Background: an optimization exercise with open tools, aiming at small area, a short achievable clock period and few clock cycles. Do not read the settings as production practice.
Where RTL was checked, it was by simulation tests only, not by an equivalence proof against the original.
The clock port is modelled as an ideal driver; clocking choices that lean on that would not hold on a real chip.
No activity file was given, so power comes from the tool's default toggle rates.

==> build 23: inputs <==
Design blabel2_enc, start of the top module:
module blabel2_enc (
    input  wire        clk,
    input  wire        rst,
    input  wire        reg_wr,
    input  wire [7:0]  reg_addr,
    input  wire [31:0] reg_wdata,
    output wire [31:0] reg_rdata,
    output wire        busy,
    output wire        done,
    output wire        error,
    output wire        pix_req,
    output wire [15:0] pix_x,
    output wire [15:0] pix_y,
    input  wire        pix_ack,
    input  wire [7:0]  pix_r,
    input  wire [7:0]  pix_g,
    input  wire [7:0]  pix_b,
    output wire        out_valid,
    output reg  [7:0]  out_data,
    output wire        out_last,
    input  wire        out_ready
);
==> module blabel2_rd, before the edit <==
module blabel2_rd (
    input  wire [7:0]  addr,
    input  wire [5:0]  cfg,
    input  wire [15:0] width,
    input  wire [15:0] height,
    input  wire [5:0]  status,
    input  wire        err,
    input  wire [15:0] info_h,
    input  wire [3:0]  info_t,
    output wire [31:0] rdata
);
    wire [3:0] pbar, qbar;
    genvar g;
    generate
        for (g = 0; g < 4; g = g + 1) begin : g_lo
            blabel2_g_or3 u_p (.a(addr[7]), .b(addr[6]), .c(addr[5]), .y(pbar[g]));
            blabel2_g_or2 u_q (.a(addr[1]), .b(addr[0]), .y(qbar[g]));
        end
    endgenerate
    wire r04, r08, r0c, r10;
    wire [1:0] r14;
    blabel2_g_nor3b u_r04 (.a(addr[4]), .b(addr[3]), .cn(addr[2]), .y(r04));
    blabel2_g_nor3b u_r08 (.a(addr[4]), .b(addr[2]), .cn(addr[3]), .y(r08));
    blabel2_g_and3b u_r0c (.an(addr[4]), .b(addr[3]), .c(addr[2]), .y(r0c));
    blabel2_g_nor3b u_r10 (.a(addr[3]), .b(addr[2]), .cn(addr[4]), .y(r10));
    blabel2_g_and4b u_r14a (.an(addr[3]), .b(addr[4]), .c(addr[2]), .d(err), .y(r14[0]));
    blabel2_g_and4b u_r14b (.an(addr[3]), .b(addr[4]), .c(addr[2]), .d(err), .y(r14[1]));
    wire [31:0] x;
    wire [5:0]  y;
    generate
        for (g = 0; g < 6; g = g + 1) begin : g_lo6
            blabel2_g_a222oi u_x (.a1(r04), .a2(cfg[g]), .b1(r08), .b2(width[g]),
                                  .c1(r0c), .c2(height[g]), .y(x[g]));
            if (g < 3) begin : g_st_ei
                blabel2_g_a22oi u_y (.a1(r10), .a2(status[g]), .b1(r14[0]), .b2(info_t[g]), .y(y[g]));
            end else if (g == 3) begin : g_ei
                blabel2_g_nand2 u_y (.a(r14[0]), .b(info_t[g]), .y(y[g]));
            end else begin : g_st
                blabel2_g_nand2 u_y (.a(r10), .b(status[g]), .y(y[g]));
            end
            blabel2_g_a211oi u_o (.a1(x[g]), .a2(y[g]), .b1(pbar[0]), .c1(qbar[0]), .y(rdata[g]));
        end
        for (g = 6; g < 16; g = g + 1) begin : g_wh
            blabel2_g_a22oi u_x (.a1(r08), .a2(width[g]), .b1(r0c), .b2(height[g]), .y(x[g]));
            blabel2_g_nor3 u_o (.a(x[g]), .b(pbar[g / 8]), .c(qbar[g / 8]), .y(rdata[g]));
        end
        for (g = 16; g < 32; g = g + 1) begin : g_ei_h
            blabel2_g_nand2 u_x (.a(r14[g / 24]), .b(info_h[g - 16]), .y(x[g]));
            blabel2_g_nor3 u_o (.a(x[g]), .b(pbar[g / 8]), .c(qbar[g / 8]), .y(rdata[g]));
        end
    endgenerate
endmodule
==> module blabel2_g_or2, before the edit <==
module blabel2_g_or2 (input wire a, b, output wire y);
    assign y = a | b;
endmodule
==> module blabel2_g_or3, before the edit <==
module blabel2_g_or3 (input wire a, b, c, output wire y);
    assign y = a | b | c;
endmodule
==> module blabel2_g_nor3, before the edit <==
module blabel2_g_nor3 (input wire a, b, c, output wire y);
    assign y = ~(a | b | c);
endmodule
==> module blabel2_g_nor3b, before the edit <==
module blabel2_g_nor3b (input wire a, b, cn, output wire y);
    assign y = ~(a | b | ~cn);
endmodule
==> module blabel2_g_and4b, before the edit <==
module blabel2_g_and4b (input wire an, b, c, d, output wire y);
    assign y = ~an & b & c & d;
endmodule
==> module blabel2_g_a22oi, before the edit <==
module blabel2_g_a22oi (input wire a1, a2, b1, b2, output wire y);
    assign y = ~((a1 & a2) | (b1 & b2));
endmodule
==> module blabel2_g_a222oi, before the edit <==
module blabel2_g_a222oi (input wire a1, a2, b1, b2, c1, c2, output wire y);
    assign y = ~((a1 & a2) | (b1 & b2) | (c1 & c2));
endmodule
==> module blabel2_g_a211oi, before the edit <==
module blabel2_g_a211oi (input wire a1, a2, b1, c1, output wire y);
    assign y = ~((a1 & a2) | b1 | c1);
endmodule
==> flow/config.mk <==
export PLATFORM = sky130hd
export DESIGN_NAME = blabel2_enc
export DESIGN_NICKNAME = blabel2_enc
export VERILOG_FILES = /design/flow/design.v
export SDC_FILE = /design/flow/constraint.sdc
export NUM_CORES = 4
export LEC_CHECK = 0
export CAP_MARGIN = 20
export CORE_MARGIN = 2
export CORE_UTILIZATION = 40
export SETUP_SLACK_MARGIN = 4.8
export SLEW_MARGIN = 20
==> flow/constraint.sdc <==
create_clock -name core_clock -period 10.0 [get_ports {clk}]
set_input_delay 2.0000 -clock core_clock [delete_from_list [all_inputs] [get_ports {clk}]]
set_output_delay 2.0000 -clock core_clock [all_outputs]
set_load 0.01 [all_outputs]
standard.sh (not shown) runs the stock make flow with config.mk's settings and CLKGATE_MAP_FILE= SYNTH_SCRIPT=/design/flow/synth_recipe.tcl, a recipe that flattens the netlist after the stock synthesis.
==> flow/flow/run.sh <==
#!/bin/bash
# Own layout flow: the standard ORFS flow (standard.sh) with
#  - synthesis through flow/synth.tcl (per-module ABC scripts, hierarchy kept
#    through ABC and flattened after, as synth_recipe.tcl does),
#  - port buffers of a given cell (BUFFER_PORTS_ARGS) instead of the default,
#  - clock tree options (CTS_ARGS) in place of ORFS's, and a post-CTS step
#    (flow/post_cts.tcl, if present) that upsizes clock buffers with slow edges.
# The make output goes to flow_make.log; ORFS keeps each step's log under orfs/logs.
set -euo pipefail
here=$(pwd)
export OWN_ABC_SCRIPT=$here/flow/abc_area.script

export OWN_CLK_SLEW_LIMIT_PS=90
bash standard.sh SYNTH_SCRIPT=$here/flow/synth.tcl SYNTH_HIERARCHICAL=1 \
  "BUFFER_PORTS_ARGS=-buffer_cell sky130_fd_sc_hd__buf_1" \
  "CTS_ARGS=-sink_clustering_enable -repair_clock_nets -buf_list sky130_fd_sc_hd__clkbuf_4 -dont_use_dummy_load"  "POST_CTS_TCL=$here/flow/post_cts.tcl" \
  finish > $here/flow_make.log 2>&1
==> flow/flow/abc_area.script <==
strash
ifraig
scorr
dc2
strash
dch -f
amap
topo
==> flow/flow/post_cts.tcl <==
# After CTS: upsize any clock buffer whose output slew (placement parasitics)
# exceeds a limit, so every flip-flop clock pin keeps a fast edge, then
# legalize the placement again.
estimate_parasitics -placement
set limit [expr {$::env(OWN_CLK_SLEW_LIMIT_PS) * 1e-3}]
set resized 0
foreach inst [get_cells -filter "ref_name == sky130_fd_sc_hd__clkbuf_4"] {
  set out [get_pins -of_objects $inst -filter "direction == output"]
  if {[get_property $out slew_max] > $limit} {
    replace_cell $inst [get_lib_cells sky130_fd_sc_hd__clkbuf_8]
    incr resized
  }
}
puts "own post-CTS hook: upsized $resized clock buffers"
if {$resized > 0} {
  detailed_placement
  estimate_parasitics -placement
}
==> flow/flow/synth.tcl <==
# The standard flow's synthesis (synth_recipe.tcl) with one change: ABC maps every module
# with the area-oriented script OWN_ABC_SCRIPT instead of ORFS's speed script
# (the register read port is written as one-gate modules, each mapped on its
# own). Registers are mapped before ABC runs, so they are the same as the standard flow's.
proc synth {args} { yosys synth -nofsm -noshare {*}$args }
proc abc {args} {
  set i [lsearch -exact $args -script]
  set args [lreplace $args [expr {$i+1}] [expr {$i+1}] $::env(OWN_ABC_SCRIPT)]
  yosys abc {*}$args
}
source $::env(SCRIPTS_DIR)/synth.tcl
# left out here: clear keep_hierarchy, flatten, clean up, hide names made inside functions, write 1_2_yosys.v
==> build 80: changes against build 23 <==
Settings changed: SETUP_SLACK_MARGIN 4.8 to 5.0.
==> build 72: changes against build 23 <==
--- a/flow/design.v
+++ b/flow/design.v
@@ -238,73 +238,86 @@
     output wire [31:0] rdata
 );
-    wire [3:0] pbar, qbar;
     genvar g;
+    wire n76, n51, n04, w10, x42e, z3;
+    blabel2_g_nor2  u_n76  (.a(addr[7]), .b(addr[6]), .y(n76));             
+    blabel2_g_nor2  u_n51  (.a(addr[5]), .b(addr[1]), .y(n51));             
+    blabel2_g_nor2  u_n04  (.a(addr[0]), .b(addr[4]), .y(n04));             
+    blabel2_g_nor2b u_w10  (.a(addr[0]), .bn(addr[4]), .y(w10));            
+    blabel2_g_and3b u_x42e (.an(addr[3]), .b(addr[2]), .c(err), .y(x42e));  
+    blabel2_g_inv   u_z3   (.a(addr[3]), .y(z3));                           
+    wire [15:0] mwh;     
+    wire [5:0]  mse;     
+    wire [3:0]  it_e;    
     generate
-        for (g = 0; g < 4; g = g + 1) begin : g_lo
-            blabel2_g_or3 u_p (.a(addr[7]), .b(addr[6]), .c(addr[5]), .y(pbar[g]));
-            blabel2_g_or2 u_q (.a(addr[1]), .b(addr[0]), .y(qbar[g]));
+        for (g = 0; g < 16; g = g + 1) begin : g_mwh
+            blabel2_g_mux2i u_m (.s(addr[2]), .a0(width[g]), .a1(height[g]), .y(mwh[g]));
+        end
+        for (g = 0; g < 4; g = g + 1) begin : g_ite
+            blabel2_g_and2 u_e (.a(err), .b(info_t[g]), .y(it_e[g]));
+        end
+        for (g = 0; g < 3; g = g + 1) begin : g_mse
+            blabel2_g_mux2i u_m (.s(addr[2]), .a0(status[g]), .a1(it_e[g]), .y(mse[g]));
         end
     endgenerate
-    wire r04, r08, r0c, r10;
-    wire [1:0] r14;
-    blabel2_g_nor3b u_r04 (.a(addr[4]), .b(addr[3]), .cn(addr[2]), .y(r04));
-    blabel2_g_nor3b u_r08 (.a(addr[4]), .b(addr[2]), .cn(addr[3]), .y(r08));
-    blabel2_g_and3b u_r0c (.an(addr[4]), .b(addr[3]), .c(addr[2]), .y(r0c));
-    blabel2_g_nor3b u_r10 (.a(addr[3]), .b(addr[2]), .cn(addr[4]), .y(r10));
-    blabel2_g_and4b u_r14a (.an(addr[3]), .b(addr[4]), .c(addr[2]), .d(err), .y(r14[0]));
-    blabel2_g_and4b u_r14b (.an(addr[3]), .b(addr[4]), .c(addr[2]), .d(err), .y(r14[1]));
-    wire [31:0] x;
-    wire [5:0]  y;
+    blabel2_g_nand2  u_mse3 (.a(addr[2]), .b(it_e[3]), .y(mse[3]));         
+    blabel2_g_nand2b u_mse4 (.an(addr[2]), .b(status[4]), .y(mse[4]));      
+    blabel2_g_nand2b u_mse5 (.an(addr[2]), .b(status[5]), .y(mse[5]));
+    wire [1:0] swh_n, sei_n;
+    wire       slo_n, sse_n;
+    blabel2_g_nand4 u_swh0 (.a(n76), .b(n51), .c(n04), .d(addr[3]), .y(swh_n[0]));  
+    blabel2_g_nand4 u_swh1 (.a(n76), .b(n51), .c(n04), .d(addr[3]), .y(swh_n[1]));
+    blabel2_g_nand3 u_slo  (.a(n76), .b(n51), .c(n04), .y(slo_n));                   
+    blabel2_g_nand4 u_sse  (.a(n76), .b(n51), .c(w10), .d(z3), .y(sse_n));           
+    blabel2_g_nand4 u_sei0 (.a(n76), .b(n51), .c(w10), .d(x42e), .y(sei_n[0]));      
+    blabel2_g_nand4 u_sei1 (.a(n76), .b(n51), .c(w10), .d(x42e), .y(sei_n[1]));
     generate
         for (g = 0; g < 6; g = g + 1) begin : g_lo6
-            blabel2_g_a222oi u_x (.a1(r04), .a2(cfg[g]), .b1(r08), .b2(width[g]),
-                                  .c1(r0c), .c2(height[g]), .y(x[g]));
-            if (g < 3) begin : g_st_ei
-                blabel2_g_a22oi u_y (.a1(r10), .a2(status[g]), .b1(r14[0]), .b2(info_t[g]), .y(y[g]));
-            end else if (g == 3) begin : g_ei
-                blabel2_g_nand2 u_y (.a(r14[0]), .b(info_t[g]), .y(y[g]));
-            end else begin : g_st
-                blabel2_g_nand2 u_y (.a(r10), .b(status[g]), .y(y[g]));
-            end
-            blabel2_g_a211oi u_o (.a1(x[g]), .a2(y[g]), .b1(pbar[0]), .c1(qbar[0]), .y(rdata[g]));
+            wire mc, mm_n;
+            blabel2_g_nand2 u_c (.a(addr[2]), .b(cfg[g]), .y(mc));
+            blabel2_g_mux2  u_m (.s(addr[3]), .a0(mc), .a1(mwh[g]), .x(mm_n));
+            blabel2_g_o22ai u_o (.a1(slo_n), .a2(mm_n), .b1(sse_n), .b2(mse[g]), .y(rdata[g]));
         end
         for (g = 6; g < 16; g = g + 1) begin : g_wh
-            blabel2_g_a22oi u_x (.a1(r08), .a2(width[g]), .b1(r0c), .b2(height[g]), .y(x[g]));
-            blabel2_g_nor3 u_o (.a(x[g]), .b(pbar[g / 8]), .c(qbar[g / 8]), .y(rdata[g]));
+            blabel2_g_nor2 u_o (.a(swh_n[g / 8]), .b(mwh[g]), .y(rdata[g]));
         end
-        for (g = 16; g < 32; g = g + 1) begin : g_ei_h
-            blabel2_g_nand2 u_x (.a(r14[g / 24]), .b(info_h[g - 16]), .y(x[g]));
-            blabel2_g_nor3 u_o (.a(x[g]), .b(pbar[g / 8]), .c(qbar[g / 8]), .y(rdata[g]));
+        for (g = 16; g < 32; g = g + 1) begin : g_ei
+            blabel2_g_nor2b u_o (.a(sei_n[g / 24]), .bn(info_h[g - 16]), .y(rdata[g]));
         end
     endgenerate
 endmodule
-module blabel2_g_or2 (input wire a, b, output wire y);
-    assign y = a | b;
+module blabel2_g_inv (input wire a, output wire y);
+    assign y = ~a;
+endmodule
+module blabel2_g_and2 (input wire a, b, output wire y);
+    assign y = a & b;
+endmodule
+module blabel2_g_nand2 (input wire a, b, output wire y);
+    assign y = ~(a & b);
 endmodule
-module blabel2_g_or3 (input wire a, b, c, output wire y);
-    assign y = a | b | c;
+module blabel2_g_nand2b (input wire an, b, output wire y);
+    assign y = ~(~an & b);
 endmodule
-module blabel2_g_nor3 (input wire a, b, c, output wire y);
-    assign y = ~(a | b | c);
+module blabel2_g_nor2 (input wire a, b, output wire y);
+    assign y = ~(a | b);
 endmodule
-module blabel2_g_nor3b (input wire a, b, cn, output wire y);
-    assign y = ~(a | b | ~cn);
+module blabel2_g_nor2b (input wire a, bn, output wire y);
+    assign y = ~(a | ~bn);
 endmodule
 module blabel2_g_and3b (input wire an, b, c, output wire y);
     assign y = ~an & b & c;
 endmodule
-module blabel2_g_and4b (input wire an, b, c, d, output wire y);
-    assign y = ~an & b & c & d;
+module blabel2_g_nand4 (input wire a, b, c, d, output wire y);
+    assign y = ~(a & b & c & d);
 endmodule
-module blabel2_g_nand2 (input wire a, b, output wire y);
-    assign y = ~(a & b);
+module blabel2_g_mux2i (input wire s, a0, a1, output wire y);
+    assign y = ~(s ? a1 : a0);
 endmodule
-module blabel2_g_a22oi (input wire a1, a2, b1, b2, output wire y);
-    assign y = ~((a1 & a2) | (b1 & b2));
+module blabel2_g_nand3 (input wire a, b, c, output wire y);
+    assign y = ~(a & b & c);
 endmodule
-module blabel2_g_a222oi (input wire a1, a2, b1, b2, c1, c2, output wire y);
-    assign y = ~((a1 & a2) | (b1 & b2) | (c1 & c2));
+module blabel2_g_mux2 (input wire s, a0, a1, output wire x);
+    assign x = s ? a1 : a0;
 endmodule
-module blabel2_g_a211oi (input wire a1, a2, b1, c1, output wire y);
-    assign y = ~((a1 & a2) | b1 | c1);
+module blabel2_g_o22ai (input wire a1, a2, b1, b2, output wire y);
+    assign y = ~((a1 | a2) & (b1 | b2));
 endmodule
==> flow/flow/abc_area.script (replaced) <==
strash
ifraig
scorr
dc2
strash
dch -f
amap -F 20 -A 20 -C 5000
topo
Settings changed: SETUP_SLACK_MARGIN 4.8 to 5.0.
==> qor summary <==
quantity	build 80	build 23	build 72
Vias in the first global route	5,719	5,432	5,469
Post-synthesis cell type count	50	50	48
Instance count of the mapped netlist	711	711	725
GR Util met2	0.363	0.355	0.345
Fraction of the mapped netlist area in compound gates	0.237	0.237	0.256
Status	complete, no violations	complete, no violations	complete, no violations
Count of non-CTS buffers in the layout	129	126	120
P_comb	0.0000615 W	0.0000570 W	0.0000913 W
Relative contribution of the clock network to total power	0.319	0.314	0.306
Instance area at placement	6620 um^2	6590 um^2	6610 um^2
Final HPWL DP	13,500 um	13,500 um	12,700 um
Wl on met1	8380 um	8150 um	8210 um
Syn_area_per_cell	8.31 um^2	8.31 um^2	8.20 um^2
Setup slack of the worst register-to-register path	5.38 ns	5.21 ns	5.46 ns
Testbench counts of build 72, summed over its fixed seeds: cycles 240,949.
No functional check of the RTL was part of build 23 and build 80.

static timing again, ports no longer ideal:
In the flow no input, the clock included, has a driving cell. The finished layouts below were timed again as built, in two steps. Step 1: set_driving_cell puts a clkbuf_16 on clk and a buf_2 on each other input, an assumption about the parent block. Step 2 also shifts input and output timing later by t, the mid clock arrival at the registers, as if the neighbouring blocks saw the same clock. Three values: no drivers, after step 1, after step 2; two values: the first two.
run	t, ns	setup slack, ns	clock arrival spread, ns	worst data-port slew with drivers (ns)	pins driven straight from the clock port
build 23	0.443	4.808 / 4.772 / 4.770	0.027 / 0.026	0.06	1
build 80	0.444	4.865 / 4.816 / 4.816	0.028 / 0.028	0.06	1
build 72	0.456	5.063 / 4.954 / 4.796	0.031 / 0.031	0.10	1
After both steps every run listed still meets setup and hold. For build 72, which loses most, drivers alone change the setup slack by -0.109 ns; drivers and shift together by -0.267 ns.
